Context: an optimization exercise on an open-source flow, tuned for small area, a short achievable clock period and few clock cycles per item. The choices shown serve that exercise and are no tape-out recipe. In this exercise RTL edits were held to simulation tests only and were not proved equivalent to the original. Power and IR drop assume default switching activity.

==> design/flow/design.v <==
module ssvm (
    input  wire        clk,
    input  wire        rst_n,
    input  wire        start,
    input  wire        stop,
    input  wire [15:0] sample_rate,
    input  wire [63:0] prog_len,       
    input  wire [3:0]  active,
    input  wire        req,
    output wire        ready,
    output reg         sample_valid,
    output reg  [15:0] sample_out,
    output reg         run,
    output wire [3:0]  halted,
    output wire [11:0] fault_code,     
    output wire [63:0] fault_pc,       
    output reg         mem_req,
    output reg  [26:0] mem_addr,       
    input  wire        mem_ack,
    input  wire [15:0] mem_rdata
);
    localparam [2:0] SP_PROG    = 3'd0;
    localparam [2:0] SP_ENV_HDR = 3'd1;
    localparam [2:0] SP_ENV_DAT = 3'd2;
    localparam [2:0] SP_PEN_HDR = 3'd3;
    localparam [2:0] SP_PEN_DAT = 3'd4;
    localparam [7:0] OP_TONE  = 8'h01;
    localparam [7:0] OP_REST  = 8'h02;
    localparam [7:0] OP_VOL   = 8'h03;
    localparam [7:0] OP_ENV   = 8'h04;
    localparam [7:0] OP_PENV  = 8'h05;
    localparam [7:0] OP_NOISE = 8'h06;
    localparam [7:0] OP_SYNC  = 8'h07;
    localparam [7:0] OP_LOOP  = 8'h08;
    localparam [7:0] OP_END   = 8'hFF;
    localparam [2:0] F_ILLEGAL_OPCODE = 3'd1;
    localparam [2:0] F_TRUNCATED      = 3'd2;
    localparam [2:0] F_ILLEGAL_OPER   = 3'd3;
    localparam [2:0] F_UNDEF_ENV      = 3'd4;
    localparam [2:0] F_UNDEF_PENV     = 3'd5;
    function [15:0] sval;
        input [3:0] v;
        input       p;
        case ({p, v})
            5'd16: sval = 16'h1FFF;
            5'd17: sval = 16'h196A;
            5'd18: sval = 16'h1430;
            5'd19: sval = 16'h1009;
            5'd20: sval = 16'h0CBD;
            5'd21: sval = 16'h0A1E;
            5'd22: sval = 16'h0809;
            5'd23: sval = 16'h0662;
            5'd24: sval = 16'h0512;
            5'd25: sval = 16'h0407;
            5'd26: sval = 16'h0333;
            5'd27: sval = 16'h028B;
            5'd28: sval = 16'h0205;
            5'd29: sval = 16'h019B;
            5'd30: sval = 16'h0146;
            5'd31: sval = 16'h0000;
            5'd0: sval = 16'hE001;
            5'd1: sval = 16'hE696;
            5'd2: sval = 16'hEBD0;
            5'd3: sval = 16'hEFF7;
            5'd4: sval = 16'hF343;
            5'd5: sval = 16'hF5E2;
            5'd6: sval = 16'hF7F7;
            5'd7: sval = 16'hF99E;
            5'd8: sval = 16'hFAEE;
            5'd9: sval = 16'hFBF9;
            5'd10: sval = 16'hFCCD;
            5'd11: sval = 16'hFD75;
            5'd12: sval = 16'hFDFB;
            5'd13: sval = 16'hFE65;
            5'd14: sval = 16'hFEBA;
            5'd15: sval = 16'h0000;
            default: sval = 16'h0000;
        endcase
    endfunction
    function [2:0] op_len;
        input [7:0] op;
        case (op)
            OP_TONE:  op_len = 3'd5;
            OP_REST:  op_len = 3'd3;
            OP_VOL:   op_len = 3'd2;
            OP_ENV:   op_len = 3'd2;
            OP_PENV:  op_len = 3'd2;
            OP_NOISE: op_len = 3'd5;
            OP_SYNC:  op_len = 3'd6;
            OP_LOOP:  op_len = 3'd1;
            OP_END:   op_len = 3'd1;
            default:  op_len = 3'd0;
        endcase
    endfunction
    function [3:0] level_to_hwvol;
        input [15:0] level;
        if (level[15])
            level_to_hwvol = 4'd15;
        else if (level >= 16'd15)
            level_to_hwvol = 4'd0;
        else
            level_to_hwvol = 4'd15 - level[3:0];
    endfunction
    reg        l_on    [0:3];
    reg [3:0]  l_vol   [0:3];
    reg [31:0] l_inc   [0:3];
    reg        l_noise [0:3];
    reg        l_white [0:3];
    reg [23:0] phase   [0:3];
    reg [14:0] lfsr    [0:3];
    reg        l_st    [0:3];    
    reg        c24     [0:3];    
    reg [15:0] pc_r    [0:3];
    reg [15:0] wait_r  [0:3];
    reg        lvalid  [0:3];
    reg [15:0] ltarget [0:3];
    reg [7:0]  env_id  [0:3];
    reg [15:0] env_pos [0:3];
    reg [7:0]  pen_id  [0:3];
    reg [15:0] pen_pos [0:3];
    reg        e_halt  [0:3];
    reg [2:0]  e_fault [0:3];
    reg        e_on    [0:3];
    reg [3:0]  e_vol   [0:3];
    reg [31:0] e_inc   [0:3];
    reg        e_noise [0:3];
    reg        e_white [0:3];
    genvar gi;
    generate
        for (gi = 0; gi < 4; gi = gi + 1) begin : g_status
            assign halted[gi]            = l_st[gi] & e_halt[gi];
            assign fault_code[gi*3 +: 3] = l_st[gi] ? e_fault[gi] : 3'd0;
            assign fault_pc[gi*16 +: 16] = (l_st[gi] && e_fault[gi] != 3'd0) ? pc_r[gi] : 16'd0;
        end
    endgenerate
    localparam [1:0] R_IDLE = 2'd0, R_TWAIT = 2'd1, R_REND = 2'd2, R_SLOW = 2'd3;
    reg [1:0]  rstate;
    reg [17:0] facc;          
    reg [8:0]  kshift;        
    reg        tk_rdy;        
    assign ready = run && (rstate == R_IDLE);
    wire take     = ready && req && !start && !stop;
    wire due      = !facc[17];
    wire fire     = (take && !due) || (rstate == R_REND) || (rstate == R_SLOW);
    wire first    = (rstate != R_SLOW);
    wire commit   = ((take && due) || (rstate == R_TWAIT)) && tk_rdy;
    wire [8:0] kk = (rstate == R_SLOW) ? kshift : 9'd0;
    reg  [15:0] contrib  [0:3];
    reg  [23:0] ph_next  [0:3];
    reg         ph_cy    [0:3];
    reg  [14:0] lf_next  [0:3];
    reg         more     [0:3];
    reg         pos;
    reg  [7:0]  hi;
    reg  [8:0]  cnt;
    reg         s1, s2, nz;
    reg  [14:0] l1, l2;
    integer c;
    always @* begin
        for (c = 0; c < 4; c = c + 1) begin
            pos  = l_noise[c] ? lfsr[c][0] : ~phase[c][23];
            contrib[c] = l_on[c] ? sval(l_vol[c], pos) : 16'd0;
            {ph_cy[c], ph_next[c]} = {1'b0, phase[c]} + {1'b0, l_inc[c][23:0]};
            hi   = l_inc[c][31:24];
            cnt  = {1'b0, hi} + {8'd0, c24[c]};
            nz   = l_on[c] && l_noise[c];
            if (first) begin
                s1 = (hi != 8'd0) || ph_cy[c];
                s2 = (hi[7:1] != 7'd0) || (hi[0] && ph_cy[c]);
                more[c] = nz && (hi[7:1] != 7'd0);
            end else begin
                s1 = cnt > kk;
                s2 = cnt > kk + 9'd1;
                more[c] = nz && (cnt > kk + 9'd2);
            end
            l1 = {lfsr[c][0] ^ (l_white[c] & lfsr[c][1]), lfsr[c][14:1]};
            l2 = {l1[0] ^ (l_white[c] & l1[1]), l1[14:1]};
            if (!nz || !s1)
                lf_next[c] = lfsr[c];
            else if (!s2)
                lf_next[c] = l1;
            else
                lf_next[c] = l2;
        end
    end
    wire [15:0] s01 = contrib[0] + contrib[1];
    wire [15:0] s23 = contrib[2] + contrib[3];
    reg  [15:0] m01, m23;
    always @* begin
        case (active[1:0])
            2'b00: m01 = 16'd0;
            2'b01: m01 = contrib[0];
            2'b10: m01 = contrib[1];
            default: m01 = s01;
        endcase
        case (active[3:2])
            2'b00: m23 = 16'd0;
            2'b01: m23 = contrib[2];
            2'b10: m23 = contrib[3];
            default: m23 = s23;
        endcase
    end
    wire [15:0] mix = m01 + m23;
    wire        rdone = !(more[0] || more[1] || more[2] || more[3]);
    localparam [4:0] E_OFF   = 5'd0,
                     E_Q1    = 5'd1,
                     E_CH    = 5'd2,
                     E_ELEN  = 5'd3,
                     E_ELOOP = 5'd4,
                     E_ELEV  = 5'd5,
                     E_PEN   = 5'd6,
                     E_PLEN  = 5'd7,
                     E_PLOOP = 5'd8,
                     E_PVAL  = 5'd9,
                     E_WAIT  = 5'd10,
                     E_FETCH = 5'd11,
                     E_OP    = 5'd12,
                     E_OPD   = 5'd13,
                     E_TCHK  = 5'd14,
                     E_ON1   = 5'd15,
                     E_ON1R  = 5'd16,
                     E_ON2   = 5'd17,
                     E_ON2R  = 5'd18,
                     E_NDONE = 5'd19,
                     E_NEXT  = 5'd20,
                     E_FIN   = 5'd21,
                     E_WDIV  = 5'd22;
    reg [4:0]  es;
    reg [4:0]  wret;
    reg [1:0]  ec;
    reg [7:0]  opc;
    reg [2:0]  ob;
    reg [15:0] dv;
    reg [2:0]  avail;         
    reg        folded;
    reg [31:0] q1;
    reg        ack_q;         
    reg [15:0] rd_q;
    wire [15:0] cur_len = prog_len[ec*16 +: 16];
    wire [15:0] cur_pc  = pc_r[ec];
    wire [15:0] cur_ep  = env_pos[ec];
    wire [15:0] cur_pp  = pen_pos[ec];
    wire [7:0]  cur_eid = env_id[ec];
    wire [7:0]  cur_pid = pen_id[ec];
    wire [15:0] cur_wt  = wait_r[ec];
    wire [7:0]  rb      = rd_q[7:0];
    wire [2:0]  rb_len  = op_len(rb);
    wire [15:0] rem     = cur_len - cur_pc;
    wire [2:0]  pc_x    = (es == E_OPD) ? ob + 3'd1 : ob;
    wire [15:0] pc_add  = cur_pc + {13'd0, pc_x};
    wire [16:0] pos_inc = {1'b0, (es == E_ELEN) ? cur_ep : cur_pp} + 17'd1;
    reg        d_busy;
    reg        d_q1;
    reg [1:0]  d_ch;
    reg [3:0]  d_cnt;
    reg [16:0] d_r;
    reg [31:0] d_q;
    reg [16:0] d_d;
    wire [17:0] d_s1  = {d_r, d_q[31]};
    wire        d_g1  = d_s1 >= {1'b0, d_d};
    wire [16:0] d_r1  = d_g1 ? (d_s1[16:0] - d_d) : d_s1[16:0];
    wire [17:0] d_s2  = {d_r1, d_q[30]};
    wire        d_g2  = d_s2 >= {1'b0, d_d};
    wire [16:0] d_r2  = d_g2 ? (d_s2[16:0] - d_d) : d_s2[16:0];
    wire [31:0] d_qn  = {d_q[29:0], d_g1, d_g2};
    wire [15:0] dv_max  = (ec == 2'd3) ? 16'hFFFF : 16'd1023;
    wire [15:0] dv_cl   = (dv > dv_max) ? dv_max : dv;
    wire [16:0] dv_eff  = (dv_cl == 16'd0) ? ((ec == 2'd3) ? 17'h10000 : 17'h00400)
                                           : {1'b0, dv_cl};
    task next_ch;
        begin
            ec <= ec + 2'd1;
            es <= (ec == 2'd3) ? E_FIN : E_CH;
        end
    endtask
    task do_wait;
        begin
            folded <= 1'b0;
            if (cur_wt > 16'd1) begin
                wait_r[ec] <= cur_wt - 16'd1;
                next_ch;
            end else begin
                wait_r[ec] <= 16'd0;
                es         <= E_FETCH;
            end
        end
    endtask
    task do_pen;
        begin
            if (cur_pid != 8'hFF) begin
                mem_req  <= 1'b1;
                mem_addr <= {SP_PEN_HDR, cur_pid, 16'd0};
                es       <= E_PLEN;
            end else begin
                do_wait;
            end
        end
    endtask
    task do_on2;
        begin
            wret <= E_NDONE;
            if (cur_pid != 8'hFF) begin
                pen_pos[ec] <= 16'd0;
                mem_req     <= 1'b1;
                mem_addr    <= {SP_PEN_DAT, cur_pid, 16'd0};
                es          <= E_ON2R;
            end else begin
                es <= E_WDIV;
            end
        end
    endtask
    task do_on1;
        begin
            if (cur_eid != 8'hFF) begin
                env_pos[ec] <= 16'd0;
                mem_req     <= 1'b1;
                mem_addr    <= {SP_ENV_DAT, cur_eid, 16'd0};
                es          <= E_ON1R;
            end else begin
                do_on2;
            end
        end
    endtask
    task do_ndone;
        begin
            e_on[ec] <= 1'b1;
            pc_r[ec] <= pc_add;
            if (cur_wt != 16'd0)
                next_ch;
            else
                es <= E_FETCH;
        end
    endtask
    integer i;
    always @(posedge clk) begin
        if (!rst_n) begin
            run          <= 1'b0;
            rstate       <= R_IDLE;
            sample_valid <= 1'b0;
            mem_req      <= 1'b0;
            es           <= E_OFF;
            tk_rdy       <= 1'b0;
            d_busy       <= 1'b0;
            ack_q        <= 1'b0;
        end else begin
            sample_valid <= 1'b0;
            ack_q        <= mem_ack && mem_req;
            rd_q         <= mem_rdata;
            if (mem_ack)
                mem_req <= 1'b0;
            if (d_busy) begin
                d_r   <= d_r2;
                d_q   <= d_qn;
                d_cnt <= d_cnt - 4'd1;
                if (d_cnt == 4'd0) begin
                    d_busy <= 1'b0;
                    if (d_q1)
                        q1 <= d_qn;
                    else
                        e_inc[d_ch] <= d_qn;
                end
            end
            case (es)
            E_Q1: begin
                if (!d_busy && !mem_req) begin
                    ec <= 2'd0;
                    es <= E_CH;
                end
            end
            E_CH: begin
                if (e_halt[ec] || e_fault[ec] != 3'd0) begin
                    next_ch;
                end else if (cur_eid != 8'hFF) begin
                    mem_req  <= 1'b1;
                    mem_addr <= {SP_ENV_HDR, cur_eid, 16'd0};
                    es       <= E_ELEN;
                end else begin
                    do_pen;
                end
            end
            E_ELEN: if (ack_q) begin
                mem_req <= 1'b1;
                if (pos_inc >= {1'b0, rd_q}) begin
                    mem_addr <= {SP_ENV_HDR, cur_eid, 16'd1};
                    es       <= E_ELOOP;
                end else begin
                    env_pos[ec] <= pos_inc[15:0];
                    mem_addr    <= {SP_ENV_DAT, cur_eid, pos_inc[15:0]};
                    es          <= E_ELEV;
                end
            end
            E_ELOOP: if (ack_q) begin
                env_pos[ec] <= rd_q;
                mem_req  <= 1'b1;
                mem_addr <= {SP_ENV_DAT, cur_eid, rd_q};
                es       <= E_ELEV;
            end
            E_ELEV: if (ack_q) begin
                e_vol[ec]   <= level_to_hwvol(rd_q);
                do_pen;
            end
            E_PLEN: if (ack_q) begin
                mem_req <= 1'b1;
                if (pos_inc >= {1'b0, rd_q}) begin
                    mem_addr <= {SP_PEN_HDR, cur_pid, 16'd1};
                    es       <= E_PLOOP;
                end else begin
                    pen_pos[ec] <= pos_inc[15:0];
                    mem_addr    <= {SP_PEN_DAT, cur_pid, pos_inc[15:0]};
                    es          <= E_PVAL;
                end
            end
            E_PLOOP: if (ack_q) begin
                pen_pos[ec] <= rd_q;
                mem_req  <= 1'b1;
                mem_addr <= {SP_PEN_DAT, cur_pid, rd_q};
                es       <= E_PVAL;
            end
            E_PVAL: if (ack_q) begin
                dv          <= rd_q;
                wret        <= E_WAIT;
                es          <= E_WDIV;
            end
            E_FETCH: begin
                ob    <= 3'd1;
                avail <= (rem[15:3] != 13'd0) ? 3'd7 : rem[2:0];
                if (rem == 16'd0) begin
                    if (lvalid[ec] && !folded) begin
                        pc_r[ec] <= ltarget[ec];
                        folded   <= 1'b1;
                    end else begin
                        e_halt[ec] <= 1'b1;
                        e_on[ec]   <= 1'b0;
                        next_ch;
                    end
                end else begin
                    mem_req  <= 1'b1;
                    mem_addr <= {SP_PROG, 6'd0, ec, cur_pc};
                    es       <= E_OP;
                end
            end
            E_OP: if (ack_q) begin
                opc <= rb;
                if (rb_len == 3'd0) begin
                    e_fault[ec] <= F_ILLEGAL_OPCODE;
                    e_on[ec]    <= 1'b0;
                    next_ch;
                end else if (rb_len > avail) begin
                    e_fault[ec] <= F_TRUNCATED;
                    e_on[ec]    <= 1'b0;
                    next_ch;
                end else if (rb == OP_END) begin
                    if (lvalid[ec] && !folded) begin
                        pc_r[ec] <= ltarget[ec];
                        folded   <= 1'b1;
                        es       <= E_FETCH;
                    end else begin
                        e_halt[ec] <= 1'b1;
                        e_on[ec]   <= 1'b0;
                        next_ch;
                    end
                end else if (rb == OP_LOOP) begin
                    ltarget[ec] <= pc_add;
                    lvalid[ec]  <= 1'b1;
                    pc_r[ec]    <= pc_add;
                    es          <= E_FETCH;
                end else begin
                    mem_req  <= 1'b1;
                    mem_addr <= {SP_PROG, 6'd0, ec, pc_add};
                    es       <= E_OPD;
                end
            end
            E_OPD: if (ack_q) begin
                ob <= ob + 3'd1;
                mem_req  <= 1'b1;
                mem_addr <= {SP_PROG, 6'd0, ec, pc_add};
                case (opc)
                OP_TONE: begin
                    case (ob)
                        3'd1: dv[7:0]  <= rb;
                        3'd2: dv[15:8] <= rb;
                        3'd3: wait_r[ec][7:0] <= rb;
                        default: begin
                            wait_r[ec][15:8] <= rb;
                            e_noise[ec] <= 1'b0;
                            mem_req     <= 1'b0;
                            do_on1;
                        end
                    endcase
                end
                OP_REST: begin
                    if (ob == 3'd1) begin
                        wait_r[ec][7:0] <= rb;
                    end else begin
                        wait_r[ec][15:8] <= rb;
                        e_on[ec] <= 1'b0;
                        pc_r[ec] <= pc_add;
                        mem_req  <= 1'b0;
                        if ({rb, cur_wt[7:0]} != 16'd0)
                            next_ch;
                        else
                            es <= E_FETCH;
                    end
                end
                OP_VOL: begin
                    e_vol[ec] <= (rb >= 8'd15) ? 4'd0 : (4'd15 - rb[3:0]);
                    pc_r[ec]  <= pc_add;
                    mem_req   <= 1'b0;
                    es        <= E_FETCH;
                end
                OP_ENV, OP_PENV: begin
                    dv[7:0] <= rb;
                    if (rb == 8'hFF) begin
                        if (opc == OP_ENV)
                            env_id[ec] <= 8'hFF;
                        else
                            pen_id[ec] <= 8'hFF;
                        pc_r[ec] <= pc_add;
                        mem_req  <= 1'b0;
                        es       <= E_FETCH;
                    end else begin
                        mem_addr <= {(opc == OP_ENV) ? SP_ENV_HDR : SP_PEN_HDR, rb, 16'd0};
                        es       <= E_TCHK;
                    end
                end
                OP_NOISE: begin
                    case (ob)
                        3'd1: begin
                            if (rb >= 8'd2) begin
                                e_fault[ec] <= F_ILLEGAL_OPER;
                                e_on[ec]    <= 1'b0;
                                mem_req     <= 1'b0;
                                next_ch;
                            end
                            e_white[ec] <= rb[0];
                        end
                        3'd2: begin
                            if (rb >= 8'd3) begin
                                e_fault[ec] <= F_ILLEGAL_OPER;
                                e_on[ec]    <= 1'b0;
                                mem_req     <= 1'b0;
                                next_ch;
                            end
                            dv <= (rb == 8'd0) ? 16'd16 : (rb == 8'd1) ? 16'd32 : 16'd64;
                        end
                        3'd3: wait_r[ec][7:0] <= rb;
                        default: begin
                            wait_r[ec][15:8] <= rb;
                            e_noise[ec] <= 1'b1;
                            mem_req     <= 1'b0;
                            do_on1;
                        end
                    endcase
                end
                default: begin  
                    case (ob)
                        3'd1: begin
                            if (rb >= 8'd2) begin
                                e_fault[ec] <= F_ILLEGAL_OPER;
                                e_on[ec]    <= 1'b0;
                                mem_req     <= 1'b0;
                                next_ch;
                            end
                            e_white[ec] <= rb[0];
                        end
                        3'd2: dv[7:0]  <= rb;
                        3'd3: dv[15:8] <= rb;
                        3'd4: wait_r[ec][7:0] <= rb;
                        default: begin
                            wait_r[ec][15:8] <= rb;
                            e_noise[ec] <= 1'b1;
                            mem_req     <= 1'b0;
                            do_on1;
                        end
                    endcase
                end
                endcase
            end
            E_TCHK: if (ack_q) begin
                if (rd_q == 16'd0) begin
                    e_fault[ec] <= (opc == OP_ENV) ? F_UNDEF_ENV : F_UNDEF_PENV;
                    e_on[ec]    <= 1'b0;
                    next_ch;
                end else begin
                    if (opc == OP_ENV) begin
                        env_id[ec]  <= dv[7:0];
                        env_pos[ec] <= 16'd0;
                    end else begin
                        pen_id[ec]  <= dv[7:0];
                        pen_pos[ec] <= 16'd0;
                    end
                    pc_r[ec] <= pc_add;
                    es       <= E_FETCH;
                end
            end
            E_ON1R: if (ack_q) begin
                e_vol[ec] <= level_to_hwvol(rd_q);
                do_on2;
            end
            E_ON2R: if (ack_q) begin
                dv <= rd_q;
                es <= E_WDIV;
            end
            E_WDIV: begin
                if (!d_busy || d_ch == ec) begin
                    d_busy <= 1'b1;
                    d_q1   <= 1'b0;
                    d_ch   <= ec;
                    d_cnt  <= 4'd15;
                    d_r    <= 17'd0;
                    d_q    <= q1;
                    d_d    <= dv_eff;
                    if (wret == E_WAIT)
                        do_wait;
                    else
                        do_ndone;
                end
            end
            E_FIN: begin
                if (!d_busy) begin
                    tk_rdy <= 1'b1;
                    es     <= E_OFF;
                end
            end
            default: ;
            endcase
            if (fire) begin
                if (first) begin
                    sample_out <= mix[15:0];
                    for (i = 0; i < 4; i = i + 1) begin
                        if (l_on[i])
                            phase[i] <= ph_next[i];
                        c24[i] <= ph_cy[i];
                    end
                end
                for (i = 0; i < 4; i = i + 1)
                    lfsr[i] <= lf_next[i];
                if (rdone) begin
                    sample_valid <= 1'b1;
                    rstate       <= R_IDLE;
                end else begin
                    kshift <= kk + 9'd2;
                    rstate <= R_SLOW;
                end
            end
            if (take) begin
                facc <= facc + 18'd60 - (due ? {2'b00, sample_rate} : 18'd0);
                if (due)
                    rstate <= R_TWAIT;
            end
            if (commit) begin
                for (i = 0; i < 4; i = i + 1) begin
                    l_on[i]    <= e_on[i];
                    l_vol[i]   <= e_vol[i];
                    l_inc[i]   <= e_inc[i];
                    l_noise[i] <= e_noise[i];
                    l_white[i] <= e_white[i];
                    l_st[i]    <= e_halt[i] || (e_fault[i] != 3'd0);
                end
                tk_rdy <= 1'b0;
                ec     <= 2'd0;
                es     <= E_CH;
                rstate <= R_REND;
            end
            if (start) begin
                run    <= 1'b1;
                rstate <= R_IDLE;
                facc   <= 18'd0;
                tk_rdy <= 1'b0;
                es     <= E_Q1;
                d_busy <= 1'b1;
                d_q1   <= 1'b1;
                d_cnt  <= 4'd15;
                d_r    <= 17'd436;           
                d_q    <= 32'hF500_0000;     
                d_d    <= {1'b0, sample_rate};
                for (i = 0; i < 4; i = i + 1) begin
                    l_on[i]    <= 1'b0;
                    phase[i]   <= 24'd0;
                    lfsr[i]    <= 15'h4000;
                    l_st[i]    <= 1'b0;
                    pc_r[i]    <= 16'd0;
                    wait_r[i]  <= 16'd0;
                    lvalid[i]  <= 1'b0;
                    env_id[i]  <= 8'hFF;
                    pen_id[i]  <= 8'hFF;
                    e_halt[i]  <= 1'b0;
                    e_fault[i] <= 3'd0;
                    e_on[i]    <= 1'b0;
                    e_vol[i]   <= 4'd15;
                end
            end else if (stop) begin
                run <= 1'b0;
                es  <= E_OFF;
            end
        end
    end
endmodule
==> design/flow/run.sh <==
#!/bin/bash
# synth_recipe.tcl (not shown) runs the flow's synth.tcl, then flattens the netlist and writes it again
# the make line also repeats each setting of config.mk as NAME=value (left out here)
make -C /OpenROAD-flow-scripts/flow DESIGN_CONFIG=/design/flow/config.mk WORK_HOME=/design/flow/orfs CLKGATE_MAP_FILE= SYNTH_SCRIPT=/design/flow/synth_recipe.tcl finish
==> design/flow/config.mk <==
export PLATFORM = sky130hd
export DESIGN_NAME = ssvm
export DESIGN_NICKNAME = ssvm
export VERILOG_FILES = /design/flow/design.v
export SDC_FILE = /design/flow/constraint.sdc
export NUM_CORES = 4
export LEC_CHECK = 0
export CAP_MARGIN = 20
export CORE_MARGIN = 2
export CORE_UTILIZATION = 60
export PLACE_DENSITY = 0.75
export SETUP_SLACK_MARGIN = 5
export SLEW_MARGIN = 20
==> design/flow/constraint.sdc <==
create_clock -name core_clock -period 10.0 [get_ports {clk}]
set_input_delay 2.0000 -clock core_clock [delete_from_list [all_inputs] [get_ports {clk}]]
set_output_delay 2.0000 -clock core_clock [all_outputs]
set_load 0.01 [all_outputs]
==> results of run 1 <==
## sequential cells by signal (all words and copies together) (netlist names), 60 cells and up, named ones only
signal,count
l_inc,128
pen_pos,64
wait_r,64
lfsr,60
env_pos,64
e_inc,128
ltarget,64
phase,96
pc_r,64
## cell usage after synthesis, types with 60 or more instances
master and count:
inv_1 217, nand2_1 516, and2_1 115, nand2b_1 78
a21oi_1 372, clkbuf_1 231, nor3_1 156, xor2_1 89
edfxtp_1 874, nor2_1 623, dfxtp_1 247, xnor2_1 156
o211ai_1 134, nand3_1 183, nor2b_1 90, a211oi_1 67
o21ai_0 358, ha_1 403, a21o_1 60, mux4_2 114
nand4_1 61, mux2i_1 133
## cell usage in the layout, fill, tap and decap left out, types with 114 or more instances in the layout
master	n
a21oi_1	333
buf_4	266
clkbuf_16	122
clkdlybuf4s50_1	177
dfxtp_1	244
edfxtp_1	874
ha_1	358
inv_1	199
mux2i_1	132
mux4_2	114
nand2_1	502
nand3_1	119
nor2_1	589
nor3_1	150
o211ai_1	134
o21ai_0	250
xnor2_1	146
## routing by layer
metal / track usage / part of all wire / wire [um] / vias up
li1: - / - / - / 23400
met1: 0.464 / 0.39 / 77400 / 25100
met2: 0.554 / 0.46 / 91100 / 2887
met3: 0.0652 / 0.093 / 18400 / 658
met4: 0.178 / 0.057 / 11300 / 10
met5: 0 / 0.00031 / 61 / -
## timing repair
action | 4_1_cts | 5_1_grt
endpoints found under the setup margin | 376 | 382
resized for setup | 296 | 224
pin swaps | 75 | 119
buffers inserted | 126 | 101
gates cloned | 19 | 7
## cell type report
class                   count  area, um2  area share
repair buffers            551       5060      0.0664
multi-input cells        4450      33300       0.437
clock inverters            57        646     0.00848
flip-flops and latches   1121      31200       0.410
inverters                 224        872      0.0115
clock buffers             161       3360      0.0441
well taps                1391       1740      0.0229
## metrics by stage
stage | worst slack (ps) | util | instances
2_1_floorplan | 4390 | - | 6056
3_3_place_gp | 3530 | 0.647 | 7482
3_5_place_dp | 3470 | 0.647 | 7483
4_1_cts | 4830 | 0.704 | 7846
5_1_grt | 4280 | 0.722 | 7955
6_report | 4520 | 0.722 | 7955
## power breakdown
part / switching (mW) / leakage (nW) / internal [mW]
Sequential: 0.0983 / 10.2 / 5.15
Clock: 1.93 / 1.97 / 2.58
Combinational: 1.12 / 16.8 / 0.883
Total: 3.15 / 29.0 / 8.61
## cells by family after synthesis
logic type,synth area share
compound gates,0.144
xor+xnor,0.0336
fa+ha+maj,0.0827
buf+inv,0.0306
flops,0.488
mux,0.0690
simple gates,0.152
## critical path, cell delays in order (launching register included)
cell and delay, ps:
edfxtp_1 400, inv_2 100, ha_4 140, inv_2 40, fa_2 370, a21oi_4 150
o21ai_2 90, a211oi_2 300, o31ai_2 130, o41ai_2 290, o211ai_1 220, buf_6 200
buf_4 140, a21oi_1 250, ha_1 380, and2_1 220, a31oi_4 190, a2111oi_4 100
o31a_1 310, o31a_1 270, a211oi_4 260, buf_6 140, buf_6 100, buf_16 120
mux2i_1 90, o221a_2 230
## worst max path at each step
stage | slack, ps | from | depth (start not counted) | endpoint
finish | 4520 | d_q[31] | 25 | d_r[0]
global route | 4280 | d_q[31] | 26 | d_r[5]
CTS | 4830 | d_q[31] | 25 | d_r[0]
detailed placement | 3470 | es[4] | 20 | pen_pos[0][12]
global placement | 3530 | prog_len[36] | 14 | pc_r[0][15]
floorplan | 4390 | prog_len[58] | 14 | es[2]
==> impl_metrics.json, run 1 <==
{
  "outcome": "complete, no violations",
  "start_util": 0.606,
  "syn_area_mm2": 0.0639,
  "area_growth_pct": 19.2,
  "whs_ps": 371,
  "antenna_found_initial": 6,
  "antenna_cells": 0,
  "dpl_cell_area_mm2": 0.0682,
  "ys.flop_type": "edfxtp_1",
  "port_buffers": 232,
  "grt_max_degree": 154,
  "cts.sinks": 1121,
  "netlist.area_leader.share": 0.411,
  "synthArstFlopShare": 0,
  "core_area_mm2": 0.105,
  "cp_data_arrival_time_ps": 5950,
  "ant_nets": 0,
  "die_area_mm2": 0.109,
  "first_global_vias": 49600,
  "rsz0062_at_grt": "true",
  "clock_path_buffers": 3,
  "netlist_instances": 6056,
  "worst_pin_slew_ps": 1100,
  "firstDrtPassIters": 19,
  "pin_count": 233,
  "grt_usage": 0.350,
  "num-fill-cells": 7283,
  "cp-start-kind": "flop",
  "fp.dieH_um": 330,
  "worstReg2RegEnd": "d_r[0]",
  "reg2reg_from": "d_q[31]",
  "clkSlewWorstSetupHoldPaths_ps": 60,
  "tritoncts": "done",
  "gp_congestion": 1.04,
  "critPathCaptureType": "flop",
  "reg2reg_depth": 25,
  "hold_start": "e_noise[3]",
  "fin_tns_setup_ps": 0,
  "final-max-slew-violation-count": 0,
  "synth_fp_nets": 6577,
  "cts_max_level": 3,
  "clk_latency_ps": 760,
  "drt_wl_total_um": 198000,
  "synth_edf_count": 874,
  "ys_types": 94,
  "avgSynthCellArea_um2": 10.5,
  "max_cap_viol_count": 0,
  "yosysWarnings": 15,
  "drive_above_1_share": 0.175,
  "fp-row-count": 119,
  "power.density_mw_per_mm2": 154,
  "fmax_ghz": 0.183,
  "peakVddDrop_mv": 0.179,
  "skew_ps": 62.7,
  "crit_fanout": 6,
  "yosys.area.top_type": "edfxtp_1",
  "timing.slew.headroom": 0.264,
  "min_to": "l_noise[3]",
  "dr.first_iter.drc_count": 6151,
  "grt_pass1_wl_um": 293000,
  "hpwl_um": 130000,
  "leakagePower_nw": 29.0,
  "period_minus_slack_ps": 5480,
  "root_buffer": "clkbuf_16",
  "hold_path_depth": 0,
  "worstPathRequired_ps": 10470,
  "synth_seq_cells": 1121,
  "hold_violations": 0,
  "setup_viol": 0,
  "drc_errors": 0,
  "cts_made_buffers": 116,
  "p_total_mw": 11.8,
  "hold_buffers": 0,
  "vias_per_cell": 6.54,
  "wl_per_cell_um": 24.9,
  "grt_overflow_total": 0,
  "die_w_um": 330,
  "postLayoutCellArea_mm2": 0.0762,
  "vias": 52000,
  "final_nets": 6985,
  "hp-class": "reg -> reg",
  "period_share": 0.548,
  "synth_area_leaders": "edfxtp_1 41%, ha_1 7.9%, dfxtp_1 7.7%",
  "ys_seq_area_frac": 0.488,
  "critPathKind": "reg -> reg",
  "r2r_slack_ps": 4520
}
Testbench counts, summed over its fixed seeds: cycles 75,976, samples 72,000.
==> run 2, diff against run 1 <==
--- a/design/flow/config.mk
+++ b/design/flow/config.mk
@@ -7,7 +7,7 @@
 export LEC_CHECK = 0
 export CAP_MARGIN = 20
 export CORE_MARGIN = 2
-export CORE_UTILIZATION = 60
-export PLACE_DENSITY = 0.75
+export CORE_UTILIZATION = 40
+export PLACE_DENSITY = 0.6
 export SETUP_SLACK_MARGIN = 5
 export SLEW_MARGIN = 20
==> run 2 against run 1 <==
Compared with the run above: sequential share of layout area fell by 0.44 points; non-clock buffer count did not move; cell count rose by 8.7%; setup slack improved by 99 ps; hold slack improved by 17 ps; sequential power barely moved; clock power fell by 2%; sequential cell count did not move; synthesized area did not move; routed wire length rose by 3.1%; total power fell by 0.70%; core utilization fell by 24 points.
==> impl_metrics.json, run 2 <==
{
  "outcome": "complete, no violations",
  "die_w_um": 404,
  "grt_pass1_wl_um": 301000,
  "power.clock.fraction": 0.379,
  "ys_seq_area_frac": 0.488,
  "gp_congestion": 0.999,
  "max_cap_viol_count": 0,
  "synthArstFlopShare": 0,
  "synth_edf_count": 874,
  "yosysWarnings": 15,
  "timing.slew.headroom": 0.211,
  "cp-start-kind": "flop",
  "synth_fp_nets": 6577,
  "crit_fanout": 8,
  "die_area_mm2": 0.163,
  "first_global_vias": 49100,
  "layout_common_cells": "874 x edfxtp_1, 587 x nor2_1, 507 x nand2_1, 363 x ha_1, 330 x a21oi_1",
  "dr.first_iter.drc_count": 5282,
  "core_area_mm2": 0.158,
  "cp_data_arrival_time_ps": 5880,
  "cts_made_buffers": 117,
  "yosys-top-cells-count": "874 x edfxtp_1, 623 x nor2_1, 516 x nand2_1",
  "grt_usage": 0.239,
  "rsz0062_at_grt": "true",
  "drt_wl_total_um": 204000,
  "fp-row-count": 146,
  "setup_viol": 0,
  "ant_nets": 0,
  "p_comb_frac": 0.171,
  "cp_slowest_cell": "edfxtp_1",
  "critPathKind": "reg -> reg",
  "hp-class": "reg -> reg",
  "port_buffers": 232,
  "period_share": 0.538,
  "period_minus_slack_ps": 5380,
  "fin_cells": 8648,
  "fmax_ghz": 0.186,
  "leakagePower_nw": 29.0,
  "wl_per_cell_um": 23.6,
  "yosys.area.top_type": "edfxtp_1",
  "grt_max_degree": 148,
  "firstDrtPassIters": 9,
  "drive_above_1_share": 0.170,
  "start_util": 0.403,
  "final_core_util": 0.486,
  "clkSlewWorstSetupHoldPaths_ps": 60,
  "skew_ps": 65.1,
  "tritoncts": "done",
  "worstPathRequired_ps": 10500,
  "fin_tns_setup_ps": 0,
  "netlist_instances": 6056,
  "layout_setup_ws_ps": 4620,
  "final-max-slew-violation-count": 0,
  "synth_area_leaders": "edfxtp_1 41%, ha_1 7.9%, dfxtp_1 7.7%",
  "vias_per_cell": 5.89,
  "grt_overflow_total": 0,
  "clk_latency_ps": 780,
  "cpMostUsedCell": "buf_6",
  "swShare": 0.271,
  "intPower_mw": 8.52,
  "place_ws_ps": 3430,
  "area_growth_pct": 20.6,
  "hold_violations": 0,
  "worst_pin_slew_ps": 1170,
  "cts_max_level": 3,
  "yosysMostFrequentCell": "edfxtp_1",
  "critPathCaptureType": "flop",
  "peakVddDrop_mv": 0.157,
  "antenna_found_initial": 6,
  "p_seq_frac": 0.450,
  "cts.sinks": 1121,
  "final_common_cell": "edfxtp_1",
  "largestRegisters": "e_inc: 128 flops, l_inc: 128 flops, phase: 96 flops",
  "avgSynthCellArea_um2": 10.5,
  "synth_seq_cells": 1121,
  "vias": 51000,
  "fp.dieH_um": 404,
  "crit_family": "compound AO/OA/AOI/OAI gates",
  "hold_buffers": 0,
  "drc_errors": 0,
  "ys_types": 94,
  "ys.flop_type": "edfxtp_1",
  "pin_count": 233,
  "netlist.area_leader.share": 0.411,
  "power.density_mw_per_mm2": 152,
  "syn_area_mm2": 0.0639,
  "root_buffer": "clkbuf_16",
  "dp_cells": 8165,
  "worst-path-buf-inv": 7,
  "final_nets": 6990,
  "num-fill-cells": 14100,
  "r2r_slack_ps": 4620,
  "max_stage_delay_ps": 410,
  "whs_ps": 389,
  "clock_path_buffers": 3,
  "p_switching_mw": 3.16,
  "hpwl_um": 138000
}
==> run 2: cell counts after synthesis <==
Identical to the previous run, type by type.
==> run 2: per-stage QoR <==
stage	area [um2]	power, mW
CTS	75200	11.6
floorplan	64700	6.51
detailed placement	69100	6.97
global placement	69100	6.95
finish	77000	11.7
global route	77000	12.1
==> run 2: power by group through the flow <==
stage	combinational, mW	clock (mW)	sequential [mW]
finish	1.99	4.43	5.26
global route	2.16	4.69	5.26
CTS	1.82	4.50	5.25
detailed placement	1.62	0	5.36
global placement	1.59	0	5.35
floorplan	1.21	0	5.30
==> run 2: repair_timing <==
action / 4_1_cts / 5_1_grt
pin swaps: 100 / 141
setup endpoints to repair: 416 / 462
resized for setup: 265 / 231
gates cloned: 23 / 14
buffers inserted: 130 / 90
==> run 2: logic make-up (layout without fill, tap and decap cells) <==
logic type,Yosys count,count (layout),synth area share
AO/OA/AOI/OAI,1430,1445,0.144
XOR/XNOR,245,245,0.0336
adder cells (fa/ha/maj),415,415,0.0827
buffers and inverters,506,999,0.0306
flip-flops,1121,1121,0.488
multiplexers,292,292,0.0690
other,0,3,0
AND/OR/NAND/NOR,2047,2056,0.152
==> run 2: cell type report <==
cell class	count	area [um2]	area share
Clock buffer	166	3320	0.0431
Multi-Input combinational cell	4453	33100	0.430
Tap cell	2072	2590	0.0337
Clock inverter	57	622	0.00807
Timing Repair inverter	1	5.00	0.0000650
Timing Repair Buffer	551	5240	0.0681
Inverter	224	870	0.0113
Sequential cell	1121	31200	0.405
Antenna cell	3	7.51	0.0000975
==> run 2: final timing paths <==
| check | cells after the start | startpoint | to |
|---|---|---|---|
| worst min-delay path | 0 | e_inc[0][17] | l_inc[0][17] |
| worst min register to register | 0 | e_inc[0][17] | l_inc[0][17] |
| worst max register to register | 27 | d_q[31] | d_r[16] |
| worst max-delay path | 27 | d_q[31] | d_r[16] |
==> run 2: layer usage <==
metal,part of all wire,up-vias,GRT usage,wire length [um]
li1,-,23500,-,-
met1,0.42,24800,0.317,86000
met2,0.46,2166,0.389,94400
met3,0.075,489,0.0407,15400
met4,0.043,4,0.0956,8760
met5,0.00012,-,0,24
==> run 2: worst register-to-register path: stages, from the launching register on <==
cell and delay, ps:
edfxtp_1 410, inv_2 110, ha_4 140, inv_2 30, fa_2 360, a21oi_4 150, o21ai_2 80, a211oi_2 300
o31ai_2 120, o41ai_2 250, o211ai_1 250, buf_6 210, mux2_4 330, ha_4 270, nor2b_4 150, o21ai_2 60
nand2b_1 130, a31oi_4 120, a2111oi_4 400, o31a_1 190, o31a_1 220, buf_6 140, buf_12 100, a211oi_4 40
buf_6 150, buf_4 140, a221oi_2 250, nor2_1 70
==> run 3, diff against run 2 <==
--- a/design/flow/design.v
+++ b/design/flow/design.v
@@ -232,11 +232,14 @@
     reg [2:0]  ob;
     reg [15:0] dv;
     reg [2:0]  avail;         
+    reg [16:0] npos;          
+    reg        ill_q;         
+    reg        trunc_q;       
     reg        folded;
     reg [31:0] q1;
     reg        ack_q;         
     reg [15:0] rd_q;
-    wire [15:0] cur_len = prog_len[ec*16 +: 16];
+    reg  [15:0] cur_len;      
     wire [15:0] cur_pc  = pc_r[ec];
     wire [15:0] cur_ep  = env_pos[ec];
     wire [15:0] cur_pp  = pen_pos[ec];
@@ -244,11 +247,11 @@
     wire [7:0]  cur_pid = pen_id[ec];
     wire [15:0] cur_wt  = wait_r[ec];
     wire [7:0]  rb      = rd_q[7:0];
-    wire [2:0]  rb_len  = op_len(rb);
+    wire [2:0]  in_len  = op_len(mem_rdata[7:0]);
     wire [15:0] rem     = cur_len - cur_pc;
     wire [2:0]  pc_x    = (es == E_OPD) ? ob + 3'd1 : ob;
     wire [15:0] pc_add  = cur_pc + {13'd0, pc_x};
-    wire [16:0] pos_inc = {1'b0, (es == E_ELEN) ? cur_ep : cur_pp} + 17'd1;
+    wire [16:0] pos_inc = {1'b0, (es == E_CH && cur_eid != 8'hFF) ? cur_ep : cur_pp} + 17'd1;
     reg        d_busy;
     reg        d_q1;
     reg [1:0]  d_ch;
@@ -290,6 +293,7 @@
             if (cur_pid != 8'hFF) begin
                 mem_req  <= 1'b1;
                 mem_addr <= {SP_PEN_HDR, cur_pid, 16'd0};
+                npos     <= pos_inc;
                 es       <= E_PLEN;
             end else begin
                 do_wait;
@@ -345,7 +349,10 @@
         end else begin
             sample_valid <= 1'b0;
             ack_q        <= mem_ack && mem_req;
+            cur_len      <= prog_len[ec*16 +: 16];
             rd_q         <= mem_rdata;
+            ill_q        <= (in_len == 3'd0);
+            trunc_q      <= (in_len > avail);
             if (mem_ack)
                 mem_req <= 1'b0;
             if (d_busy) begin
@@ -362,7 +369,7 @@
             end
             case (es)
             E_Q1: begin
-                if (!d_busy && !mem_req) begin
+                if (!mem_req) begin
                     ec <= 2'd0;
                     es <= E_CH;
                 end
@@ -373,6 +380,7 @@
                 end else if (cur_eid != 8'hFF) begin
                     mem_req  <= 1'b1;
                     mem_addr <= {SP_ENV_HDR, cur_eid, 16'd0};
+                    npos     <= pos_inc;
                     es       <= E_ELEN;
                 end else begin
                     do_pen;
@@ -380,12 +388,12 @@
             end
             E_ELEN: if (ack_q) begin
                 mem_req <= 1'b1;
-                if (pos_inc >= {1'b0, rd_q}) begin
+                if (npos >= {1'b0, rd_q}) begin
                     mem_addr <= {SP_ENV_HDR, cur_eid, 16'd1};
                     es       <= E_ELOOP;
                 end else begin
-                    env_pos[ec] <= pos_inc[15:0];
-                    mem_addr    <= {SP_ENV_DAT, cur_eid, pos_inc[15:0]};
+                    env_pos[ec] <= npos[15:0];
+                    mem_addr    <= {SP_ENV_DAT, cur_eid, npos[15:0]};
                     es          <= E_ELEV;
                 end
             end
@@ -401,12 +409,12 @@
             end
             E_PLEN: if (ack_q) begin
                 mem_req <= 1'b1;
-                if (pos_inc >= {1'b0, rd_q}) begin
+                if (npos >= {1'b0, rd_q}) begin
                     mem_addr <= {SP_PEN_HDR, cur_pid, 16'd1};
                     es       <= E_PLOOP;
                 end else begin
-                    pen_pos[ec] <= pos_inc[15:0];
-                    mem_addr    <= {SP_PEN_DAT, cur_pid, pos_inc[15:0]};
+                    pen_pos[ec] <= npos[15:0];
+                    mem_addr    <= {SP_PEN_DAT, cur_pid, npos[15:0]};
                     es          <= E_PVAL;
                 end
             end
@@ -441,11 +449,11 @@
             end
             E_OP: if (ack_q) begin
                 opc <= rb;
-                if (rb_len == 3'd0) begin
+                if (ill_q) begin
                     e_fault[ec] <= F_ILLEGAL_OPCODE;
                     e_on[ec]    <= 1'b0;
                     next_ch;
-                end else if (rb_len > avail) begin
+                end else if (trunc_q) begin
                     e_fault[ec] <= F_TRUNCATED;
                     e_on[ec]    <= 1'b0;
                     next_ch;
@@ -602,7 +610,7 @@
                 es <= E_WDIV;
             end
             E_WDIV: begin
-                if (!d_busy || d_ch == ec) begin
+                if (!d_busy || (d_ch == ec && !d_q1)) begin
                     d_busy <= 1'b1;
                     d_q1   <= 1'b0;
                     d_ch   <= ec;
==> design/flow/config.mk (replaced) <==
export PLATFORM = sky130hd
export DESIGN_NAME = ssvm
export DESIGN_NICKNAME = ssvm
export VERILOG_FILES = /design/flow/design.v
export SDC_FILE = /design/flow/constraint.sdc
export NUM_CORES = 4
export LEC_CHECK = 0
export CAP_MARGIN = 0
export CORE_MARGIN = 2
export CORE_UTILIZATION = 40
export PLACE_DENSITY = 0.6
export SETUP_SLACK_MARGIN = 5
export SLEW_MARGIN = 0
==> run 3 against run 2 <==
Compared with the run above: first-iteration DRC count down 4.2%; synthesized area up 2.5%; critical path depth down 3; clock skew down 22 ps; die area up 2.5%; non-clock buffer count shrank 108; largest cell class unchanged.
==> impl_metrics.json, run 3 <==
{
  "crit_family": "compound AO/OA/AOI/OAI gates",
  "synth_xor_area_frac": 0.0334,
  "final_nets": 6977,
  "hp-class": "reg -> reg",
  "die_w_um": 409,
  "reg2reg_depth": 24,
  "synth_area_leaders": "edfxtp_1 42%, ha_1 7.8%, dfxtp_1 7.6%",
  "power.density_mw_per_mm2": 154,
  "vias": 50300,
  "fp.dieH_um": 409,
  "synthArstFlopShare": 0,
  "synth_seq_cells": 1156,
  "tritoncts": "done",
  "largestRegisters": "e_inc: 128 flops, l_inc: 128 flops, phase: 96 flops",
  "fmax_ghz": 0.193,
  "hold_violations": 0,
  "die_area_mm2": 0.167,
  "yosys-top-cells-count": "909 x edfxtp_1, 619 x nand2_1, 563 x nor2_1",
  "grt_overflow_total": 0,
  "antenna_found_initial": 5,
  "hold_path_depth": 0,
  "max_cap_viol_count": 0,
  "period_minus_slack_ps": 5180,
  "dr.first_iter.drc_count": 5060,
  "cts_made_buffers": 131,
  "yosysWarnings": 15,
  "grt_busiest_layer": "met2",
  "cts_max_level": 4,
  "final_common_cell": "edfxtp_1",
  "gr-usage-met1": 0.316,
  "port_buffers": 232,
  "setup_viol": 0,
  "grt_usage": 0.230,
  "hpwl_um": 137000,
  "yosysMostFrequentCell": "edfxtp_1",
  "ys_types": 95,
  "yosys.area.top_type": "edfxtp_1",
  "synth-compound-area-share": 0.145,
  "firstDrtPassIters": 6,
  "core_area_mm2": 0.163,
  "final_core_util": 0.472,
  "ant_nets": 0,
  "dp_cells": 8371,
  "skew_ps": 42.7,
  "crit_fanout": 4,
  "place_ws_ps": 3490,
  "drive_above_1_share": 0.120,
  "ys.flop_type": "edfxtp_1",
  "max_stage_delay_ps": 510,
  "critPathCaptureType": "flop",
  "synth_fp_nets": 6677,
  "syn_area_mm2": 0.0655,
  "first_global_vias": 48600,
  "worst-path-buf-inv": 2,
  "cp-start-kind": "flop",
  "whs_ps": 387,
  "timing.slew.headroom": 0.191,
  "period_share": 0.518,
  "worstPathRequired_ps": 10520,
  "leakagePower_nw": 28.9,
  "area_growth_pct": 17.1,
  "grt_max_degree": 92,
  "ys_seq_area_frac": 0.492,
  "cp.depth": 24,
  "netlist.area_leader.share": 0.417,
  "yosys.area_share.simple": 0.147,
  "vias_per_cell": 5.76,
  "grtUsageMet3": 0.0426,
  "synth_edf_count": 909,
  "fin_cells": 8732,
  "gp_congestion": 0.960,
  "worst_pin_slew_ps": 1210,
  "clkSlewWorstSetupHoldPaths_ps": 60,
  "fp-row-count": 148,
  "clock_path_buffers": 3,
  "met2_usage": 0.361,
  "root_buffer": "clkbuf_16",
  "synth_fa_ha_area_frac": 0.0818,
  "pin_count": 233,
  "grt_pass1_wl_um": 298000,
  "r2r_slack_ps": 4820,
  "wl_per_cell_um": 22.7,
  "peakVddDrop_mv": 0.191,
  "fin_tns_setup_ps": 0,
  "critPathKind": "reg -> reg",
  "worstPathCellList": "inv_2 > ha_4 > nor2_1 > mux4_2 > nor2b_4 > ha_1 > a21o_1 > a21oi_2 > nor2b_1 > o21a_1 > buf_4 > nor2_1 > xnor2_1 > mux2_2 > a22o_1 > ha_4 > o21ai_1 > a21boi_1 > o21ai_0 > nand2b_1 > a311oi_2 > o41ai_1 > a21oi_1 > xnor2_1",
  "clk_latency_ps": 770,
  "layout_common_cells": "909 x edfxtp_1, 612 x nand2_1, 545 x nor2_1, 374 x a21oi_1, 373 x ha_1",
  "drt_wl_total_um": 198000,
  "cp_slowest_cell": "mux4_2",
  "synth_top_family_by_area": "simple AND/OR/NAND/NOR gates",
  "start_util": 0.403,
  "hold_buffers": 0,
  "cts.sinks": 1156,
  "avgSynthCellArea_um2": 10.6,
  "rsz0062_at_grt": "true",
  "netlist_instances": 6150,
  "outcome": "complete, no violations",
  "final-max-slew-violation-count": 0,
  "cp_data_arrival_time_ps": 5700,
  "layout_setup_ws_ps": 4820,
  "drc_errors": 0,
  "synth_mux_area_frac": 0.0707
}
## run 3: what timing repair did
action	4_1_cts	5_1_grt
endpoints found under the setup margin	444	356
pin swaps	36	71
gates resized for setup	117	138
setup buffers	75	43
gates cloned	2	1
## run 3: metal layers
metal	vias up	wire, um
met1	24500	86600
met2	2010	88900
met5	-	29
met3	388	14500
li1	23400	-
met4	4	8020
## run 3: cell type report
cell class | count | area (um2)
diodes | 1 | 2.50
clock buffers | 167 | 3490
multi-input cells | 4486 | 32400
repair buffers | 443 | 4130
inverters | 232 | 886
fillers | 15000 | 85900
clock inverters | 72 | 818
flip-flops and latches | 1156 | 32300
well taps | 2175 | 2720
## run 3: kinds of logic (layout without fill, tap and decap cells)
kind of cell | after synthesis | after routing
AOI/OAI and AO/OA | 1467 | 1467
buffers and inverters | 509 | 914
and+or+nand+nor | 2032 | 2033
adders and majority gates | 421 | 421
xor gates and xnor gates | 249 | 249
other | 0 | 1
muxes | 316 | 316
DFF | 1156 | 1156
## run 3: worst paths after layout
kind	startpoint	endpoint
worst max-delay path	l_vol[1][0]	sample_out[14]
worst min-delay path	e_white[2]	l_white[2]
worst max register to register	l_vol[1][0]	sample_out[14]
worst min register to register	e_white[2]	l_white[2]
## run 3: through the flow
stage | instance area, um2 | power [mW]
finish | 76700 | 11.8
global route | 76700 | 12.2
CTS | 75800 | 11.8
detailed placement | 70400 | 6.83
global placement | 70400 | 6.82
floorplan | 65700 | 6.44
## run 3: report_power, final
group / leakage [nW] / total [mW] / internal, mW / switching (mW)
Combinational: 16.3 / 1.59 / 0.700 / 0.890
Clock: 2.07 / 4.83 / 2.77 / 2.06
Sequential: 10.5 / 5.35 / 5.28 / 0.0748
Total: 28.9 / 11.8 / 8.75 / 3.03
Testbench counts of run 3, summed over its fixed seeds: cycles 75,770, samples 72,000.
==> run 4, diff against run 3 <==
==> design/flow/config.mk (replaced) <==
export PLATFORM = sky130hd
export DESIGN_NAME = ssvm
export DESIGN_NICKNAME = ssvm
export VERILOG_FILES = /design/flow/design.v
export SDC_FILE = /design/flow/constraint.sdc
export NUM_CORES = 4
export LEC_CHECK = 0
export CAP_MARGIN = 20
export CORE_MARGIN = 2
export CORE_UTILIZATION = 40
export PLACE_DENSITY = 0.6
export SETUP_SLACK_MARGIN = 5
export SLEW_MARGIN = 20
==> run 4 against run 3 <==
Compared with the run above: global-route usage is essentially flat; design area increased by 0.25%; register-to-register slack gained 190 ps; first-iteration DRC count fell by 4.6%.
==> impl_metrics.json, run 4 <==
{
  "crit_start": "active[1]",
  "cp_data_arrival_time_ps": 5530,
  "fin_cells": 8727,
  "area_growth_pct": 17.4,
  "worst_pin_slew_ps": 1100,
  "cts_max_level": 4,
  "leakagePower_nw": 29.0,
  "hold_buffers": 0,
  "whs_ps": 363,
  "dp_cells": 8371,
  "yosys.area.top_type": "edfxtp_1",
  "p_comb_frac": 0.130,
  "dr.first_iter.drc_count": 4828,
  "yosysMostFrequentCell": "edfxtp_1",
  "power.clock.fraction": 0.424,
  "intPower_mw": 8.96,
  "cts_made_buffers": 130,
  "critPathCaptureType": "flop",
  "synth_area_leaders": "edfxtp_1 42%, ha_1 7.8%, dfxtp_1 7.6%",
  "crit_fanout": 14,
  "grt_overflow_total": 0,
  "wl_per_cell_um": 22.6,
  "gp_congestion": 0.960,
  "synth_fp_nets": 6677,
  "netlist_instances": 6150,
  "core_area_mm2": 0.163,
  "cp-start-kind": "primary input",
  "p_seq_frac": 0.446,
  "swShare": 0.254,
  "drc_errors": 0,
  "tritoncts": "done",
  "start_util": 0.403,
  "hold_violations": 0,
  "largestRegisters": "e_inc: 128 flops, l_inc: 128 flops, phase: 96 flops",
  "ys_types": 95,
  "worstPathCellList": "clkdlybuf4s50_1 > nor2_4 > a22o_1 > ha_1 > inv_1 > fa_1 > nor2b_1 > o21ai_1 > a21boi_1 > o21ai_1 > a21boi_1 > o21ai_0 > nand2b_1 > a311oi_2 > o41ai_1 > a21oi_1 > xnor2_1",
  "rsz0062_at_grt": "true",
  "die_w_um": 409,
  "root_buffer": "clkbuf_16",
  "clk_latency_ps": 790,
  "dpl_cell_area_mm2": 0.0704,
  "vias_per_cell": 5.76,
  "avgSynthCellArea_um2": 10.6,
  "grt_usage": 0.231,
  "peakVddDrop_mv": 0.136,
  "clkSlewWorstSetupHoldPaths_ps": 60,
  "fin_tns_setup_ps": 0,
  "fmax_ghz": 0.200,
  "p_total_mw": 12.0,
  "timing.slew.headroom": 0.259,
  "critPathKind": "in -> reg",
  "final_nets": 6965,
  "port_buffers": 232,
  "pin_count": 233,
  "hp-class": "reg -> reg",
  "period_share": 0.499,
  "power.density_mw_per_mm2": 156,
  "fp-row-count": 148,
  "first_global_vias": 48900,
  "outcome": "complete, no violations",
  "antenna_found_initial": 9,
  "fp.dieH_um": 409,
  "setup_viol": 0,
  "ant_nets": 0,
  "final_common_cell": "edfxtp_1",
  "synth_edf_count": 909,
  "syn_area_mm2": 0.0655,
  "period_minus_slack_ps": 4990,
  "yosysWarnings": 15,
  "layout_common_cells": "909 x edfxtp_1, 611 x nand2_1, 546 x nor2_1, 380 x ha_1, 375 x a21oi_1",
  "netlist.area_leader.share": 0.417,
  "synthArstFlopShare": 0,
  "cp_slowest_cell": "clkdlybuf4s50_1",
  "vias": 50300,
  "clock_path_buffers": 3,
  "die_area_mm2": 0.167,
  "drive_above_1_share": 0.117,
  "reg2reg_from": "l_vol[1][0]",
  "max_stage_delay_ps": 710,
  "hold_start": "e_white[2]",
  "hpwl_um": 137000,
  "grt_max_degree": 92,
  "postLayoutCellArea_mm2": 0.0769,
  "grt_pass1_wl_um": 298000,
  "p_switching_mw": 3.05,
  "num-fill-cells": 15000,
  "drt_wl_total_um": 198000,
  "synth_seq_cells": 1156,
  "worstPathRequired_ps": 10530,
  "ys.flop_type": "edfxtp_1",
  "cts.sinks": 1156,
  "ys_seq_area_frac": 0.492,
  "firstDrtPassIters": 6,
  "skew_ps": 62.9,
  "max_cap_viol_count": 0,
  "final-max-slew-violation-count": 0,
  "yosys-top-cells-count": "909 x edfxtp_1, 619 x nand2_1, 563 x nor2_1"
}
[run 4: cell counts after synthesis]
Identical to the previous run, type by type.
[run 4: path summary, 6_finish.rpt]
kind | to | slack, ps | cells past startpoint
hold reg to reg | l_white[2] | 360 | 0
setup / recovery | sample_out[14] | 5010 | 17
hold / removal | l_white[2] | 360 | 0
setup reg to reg | sample_out[15] | 5010 | 23
[run 4: kinds of logic (layout without fill, tap and decap cells)]
group                    count (synthesis)  count (layout)  synth area share
multiplexers                           316             316            0.0707
adder cells (fa/ha/maj)                421             421            0.0818
flip-flops                            1156            1156             0.492
other                                    0               5                 0
AND/OR/NAND/NOR                       2032            2033             0.147
buffers and inverters                  509             905            0.0304
XOR/XNOR                               249             249            0.0334
AO/OA/AOI/OAI                         1467            1467             0.145
[run 4: repair_timing]
item	in CTS	in global routing
cloned	1	1
resized for setup	106	112
pin swaps	32	49
buffers inserted	72	32
setup endpoints to repair	446	279
[run 4: final cells by class]
| class | instances | area (um2) | area share |
|---|---|---|---|
| multi-input cells | 4486 | 32300 | 0.420 |
| flip-flops and latches | 1156 | 32300 | 0.419 |
| repair buffers | 432 | 4100 | 0.0534 |
| clock buffers | 171 | 3540 | 0.0461 |
| well taps | 2175 | 2720 | 0.0354 |
| clock inverters | 70 | 1070 | 0.0139 |
| inverters | 232 | 891 | 0.0116 |
| diodes | 5 | 12.5 | 0.000163 |
[run 4: power by group through the flow]
stage	Clock [mW]	Sequential (mW)	Combinational (mW)
finish	5.10	5.35	1.56
global route	5.40	5.36	1.72
global placement	0	5.46	1.35
floorplan	0	5.42	1.02
detailed placement	0	5.46	1.37
CTS	5.21	5.35	1.48
[run 4: worst max-delay path: cells and delay by family]
family,cells,cell delay (ps)
AOI/OAI and AO/OA,9,1420
buffers and inverters,2,770
adders and majority gates,2,630
and+or+nand+nor,3,570
xor gates and xnor gates,1,140
[run 4: per-layer routing]
layer	vias to the layer above	track usage	wire length [um]
met5	-	0	0
met4	0	0.0912	8130
met3	389	0.0385	14900
met2	2060	0.363	89100
met1	24500	0.316	85500
li1	23400	-	-
[run 4: metrics by stage]
| step | util | setup WS [ps] |
|---|---|---|
| after floorplan | - | 4810 |
| after global placement | 0.433 | 3590 |
| after detailed placement | 0.433 | 3510 |
| after CTS | 0.468 | 4910 |
| after global routing | 0.473 | 4770 |
| final | 0.473 | 5010 |
==> run 5, diff against run 4 <==
--- a/design/flow/config.mk
+++ b/design/flow/config.mk
@@ -8,6 +8,9 @@
 export CAP_MARGIN = 20
 export CORE_MARGIN = 2
 export CORE_UTILIZATION = 40
+export CTS_BUF_LIST = sky130_fd_sc_hd__clkbuf_8
+export CTS_CLUSTER_DIAMETER = 40
+export CTS_CLUSTER_SIZE = 12
 export PLACE_DENSITY = 0.6
 export SETUP_SLACK_MARGIN = 5
 export SLEW_MARGIN = 20
==> run 5 against run 4 <==
Compared with the run above: sequential cell count stayed put; sequential share of layout area is 0.29 points higher; design area is 0.68% lower; still clean; critical endpoint unchanged; total power is 5.0% lower; synthesized cell count stayed put; critical path depth is 1 higher; setup slack worse by 83 ps; global-route usage hardly changed; die area stayed put; non-clock buffer count is 4 higher; fmax is 1.6% lower.
==> impl_metrics.json, run 5 <==
{
  "cp-start-kind": "primary input",
  "final_core_util": 0.470,
  "fin_cells": 8823,
  "yosys.area.top_type": "edfxtp_1",
  "met2_usage": 0.361,
  "syn_area_mm2": 0.0655,
  "grt_pass1_wl_um": 298000,
  "ys_seq_area_frac": 0.492,
  "drive_above_1_share": 0.134,
  "outcome": "complete, no violations",
  "fin_tns_setup_ps": 0,
  "gr-usage-met1": 0.314,
  "critPathKind": "in -> reg",
  "gp_congestion": 0.960,
  "root_buffer": "clkbuf_8",
  "max_cap_viol_count": 0,
  "fmax_ghz": 0.197,
  "skew_ps": 71.4,
  "cts.sinks": 1156,
  "synth_area_leaders": "edfxtp_1 42%, ha_1 7.8%, dfxtp_1 7.6%",
  "p_comb_frac": 0.135,
  "die_w_um": 409,
  "wl_per_cell_um": 22.4,
  "clk_latency_ps": 970,
  "fp-row-count": 148,
  "grt_busiest_layer": "met2",
  "vias_per_cell": 5.71,
  "yosysMostFrequentCell": "edfxtp_1",
  "dp_cells": 8371,
  "swShare": 0.279,
  "grt_overflow_total": 0,
  "firstDrtPassIters": 6,
  "antenna_found_initial": 8,
  "ys.flop_type": "edfxtp_1",
  "pin_count": 233,
  "critPathCaptureType": "flop",
  "layout_common_cells": "909 x edfxtp_1, 610 x nand2_1, 548 x nor2_1, 379 x ha_1, 374 x a21oi_1",
  "netlist_instances": 6150,
  "avgSynthCellArea_um2": 10.6,
  "die_area_mm2": 0.167,
  "yosys-top-cells-count": "909 x edfxtp_1, 619 x nand2_1, 563 x nor2_1",
  "tritoncts": "done",
  "first_global_vias": 49300,
  "final_common_cell": "edfxtp_1",
  "area_growth_pct": 16.6,
  "core_area_mm2": 0.163,
  "p_switching_mw": 3.19,
  "power.clock.fraction": 0.396,
  "yosysWarnings": 15,
  "clkSlewWorstSetupHoldPaths_ps": 80,
  "ys_types": 95,
  "period_share": 0.508,
  "clock_path_buffers": 3,
  "cts_max_level": 4,
  "peakVddDrop_mv": 0.163,
  "leakagePower_nw": 28.8,
  "cts_made_buffers": 180,
  "intPower_mw": 8.23,
  "final-max-slew-violation-count": 0,
  "grt_usage": 0.231,
  "fp.dieH_um": 409,
  "synth_edf_count": 909,
  "largestRegisters": "e_inc: 128 flops, l_inc: 128 flops, phase: 96 flops",
  "grt_max_degree": 92,
  "synth_fp_nets": 6677,
  "hold_buffers": 0,
  "port_buffers": 232,
  "final_nets": 7018,
  "crit_fanout": 14,
  "setup_viol": 0,
  "period_minus_slack_ps": 5080,
  "grtUsageMet3": 0.0448,
  "timing.slew.headroom": 0.261,
  "dr.first_iter.drc_count": 4942,
  "start_util": 0.403,
  "drc_errors": 0,
  "worstPathRequired_ps": 10700,
  "synth_seq_cells": 1156,
  "worst_pin_slew_ps": 1110,
  "rsz0062_at_grt": "true",
  "p_seq_frac": 0.468,
  "hold_violations": 0,
  "netlist.area_leader.share": 0.417,
  "cp_data_arrival_time_ps": 5770,
  "power.density_mw_per_mm2": 149,
  "hpwl_um": 137000,
  "drt_wl_total_um": 198000,
  "vias": 50400,
  "ant_nets": 0,
  "hp-class": "reg -> reg",
  "synthArstFlopShare": 0
}
-- run 5: changes by cell type in the layout (fill, tap and decap cells not counted), moves of 8 or more --
cell	delta
inv_1	+9
clkbuf_16	-132
clkinv_16	-8
inv_6	+40
inv_8	+16
clkinv_4	+9
clkbuf_8	+179
clkinvlp_4	+10
clkbuf_1	-30
-- run 5: routing by layer --
layer  vias up  routed length, um
li1      23500                  -
met1     24400              86100
met2      2038              88900
met3       374              15100
met4         4               7560
met5         -                 26
-- run 5: final timing paths --
kind | start | to | slack, ps | cells past startpoint
min reg2reg | e_inc[1][30] | l_inc[1][30] | 390 | 0
max reg2reg | l_vol[3][0] | sample_out[15] | 4970 | 26
min | e_inc[1][30] | l_inc[1][30] | 390 | 0
max | active[2] | sample_out[14] | 4920 | 18
-- run 5: logic make-up after synthesis --
logic type               Yosys count  synth area share
buffers and inverters            509            0.0304
flip-flops                      1156             0.492
multiplexers                     316            0.0707
adder cells (fa/ha/maj)          421            0.0818
AND/OR/NAND/NOR                 2032             0.147
XOR/XNOR                         249            0.0334
AO/OA/AOI/OAI                   1467             0.145
-- run 5: worst max-delay path, stage by stage --
cell and delay (ps):
clkdlybuf4s15_1 570, inv_1 290, nor2_4 360, a22o_1 200, ha_1 180, inv_1 60
fa_1 460, nor2b_1 130, o21ai_1 90, a21boi_2 170, o21ai_2 80, a21boi_1 170
o21ai_1 80, nand2b_1 170, a311oi_4 120, o41ai_1 370, a21oi_1 130, xnor2_1 140
-- run 5: cell type report --
| cell class | count | area, um2 |
|---|---|---|
| Fill cell | 15000 | 86200 |
| Timing Repair Buffer | 436 | 4090 |
| Inverter | 232 | 888 |
| Antenna cell | 7 | 17.5 |
| Multi-Input combinational cell | 4485 | 32300 |
| Clock buffer | 186 | 2560 |
| Tap cell | 2175 | 2720 |
| Clock inverter | 146 | 1520 |
| Sequential cell | 1156 | 32300 |
-- run 5: power by group through the flow --
stage                     logic, mW  clock network, mW  registers (mW)
final                          1.54               4.53            5.35
after detailed placement       1.37                  0            5.46
after global placement         1.35                  0            5.46
after global routing           1.70               4.84            5.36
after floorplan                1.02                  0            5.42
after CTS                      1.45               4.63            5.35
-- run 5: what timing repair did --
| action | 4_1_cts | 5_1_grt |
|---|---|---|
| hold endpoints to repair | 0 | 0 |
| gates cloned | 1 | 1 |
| setup endpoints to repair | 452 | 233 |
| pin swaps | 38 | 55 |
| buffers inserted | 72 | 35 |
| resized for setup | 115 | 109 |
-- run 5: metrics by stage --
stage	hold slack [ps]	setup slack, ps	total power, mW	area, um2
after global routing	395	4740	11.9	76400
after floorplan	400	4810	6.44	65700
after CTS	378	4790	11.4	75500
final	394	4920	11.4	76400
after global placement	401	3590	6.82	70400
after detailed placement	405	3510	6.83	70400

## what the ideal ports hide
No port has a modelled driver above. Below, the same layouts with a new extraction and two added sets of constraints. Step 1 sets driving cells, clkbuf_16 on the clock port and buf_2 on the other inputs (assumed; they add their load-dependent delay and slew). Step 2, shift: input delay + t, output delay - t, t = (earliest + latest rising clock arrival at the registers) / 2. This alone moves slack from input paths to output paths. a / b / c = ideal ports / drivers / drivers and shift; a / b = the first two.
run	t, ns	setup WS [ns]	worst hold slack (ns)	worst setup path at the end	pins driven straight from the clock port
run 1	0.808	4.523 / 4.523 / 4.045	0.371 / 0.371 / 0.371	input to register	1
run 2	0.835	4.622 / 4.622 / 4.023	0.389 / 0.389 / 0.389	input to register	1
run 3	0.840	4.820 / 4.820 / 4.082	0.387 / 0.387 / 0.387	input to register	1
run 4	0.839	5.007 / 5.011 / 4.226	0.363 / 0.363 / 0.363	input to register	1
run 5	1.013	4.923 / 4.962 / 3.949	0.394 / 0.394 / 0.394	input to register	1
After both steps every run listed still meets setup and hold. For run 5, which loses most, drivers alone change the setup slack by +0.039 ns; drivers and shift together by -0.974 ns.
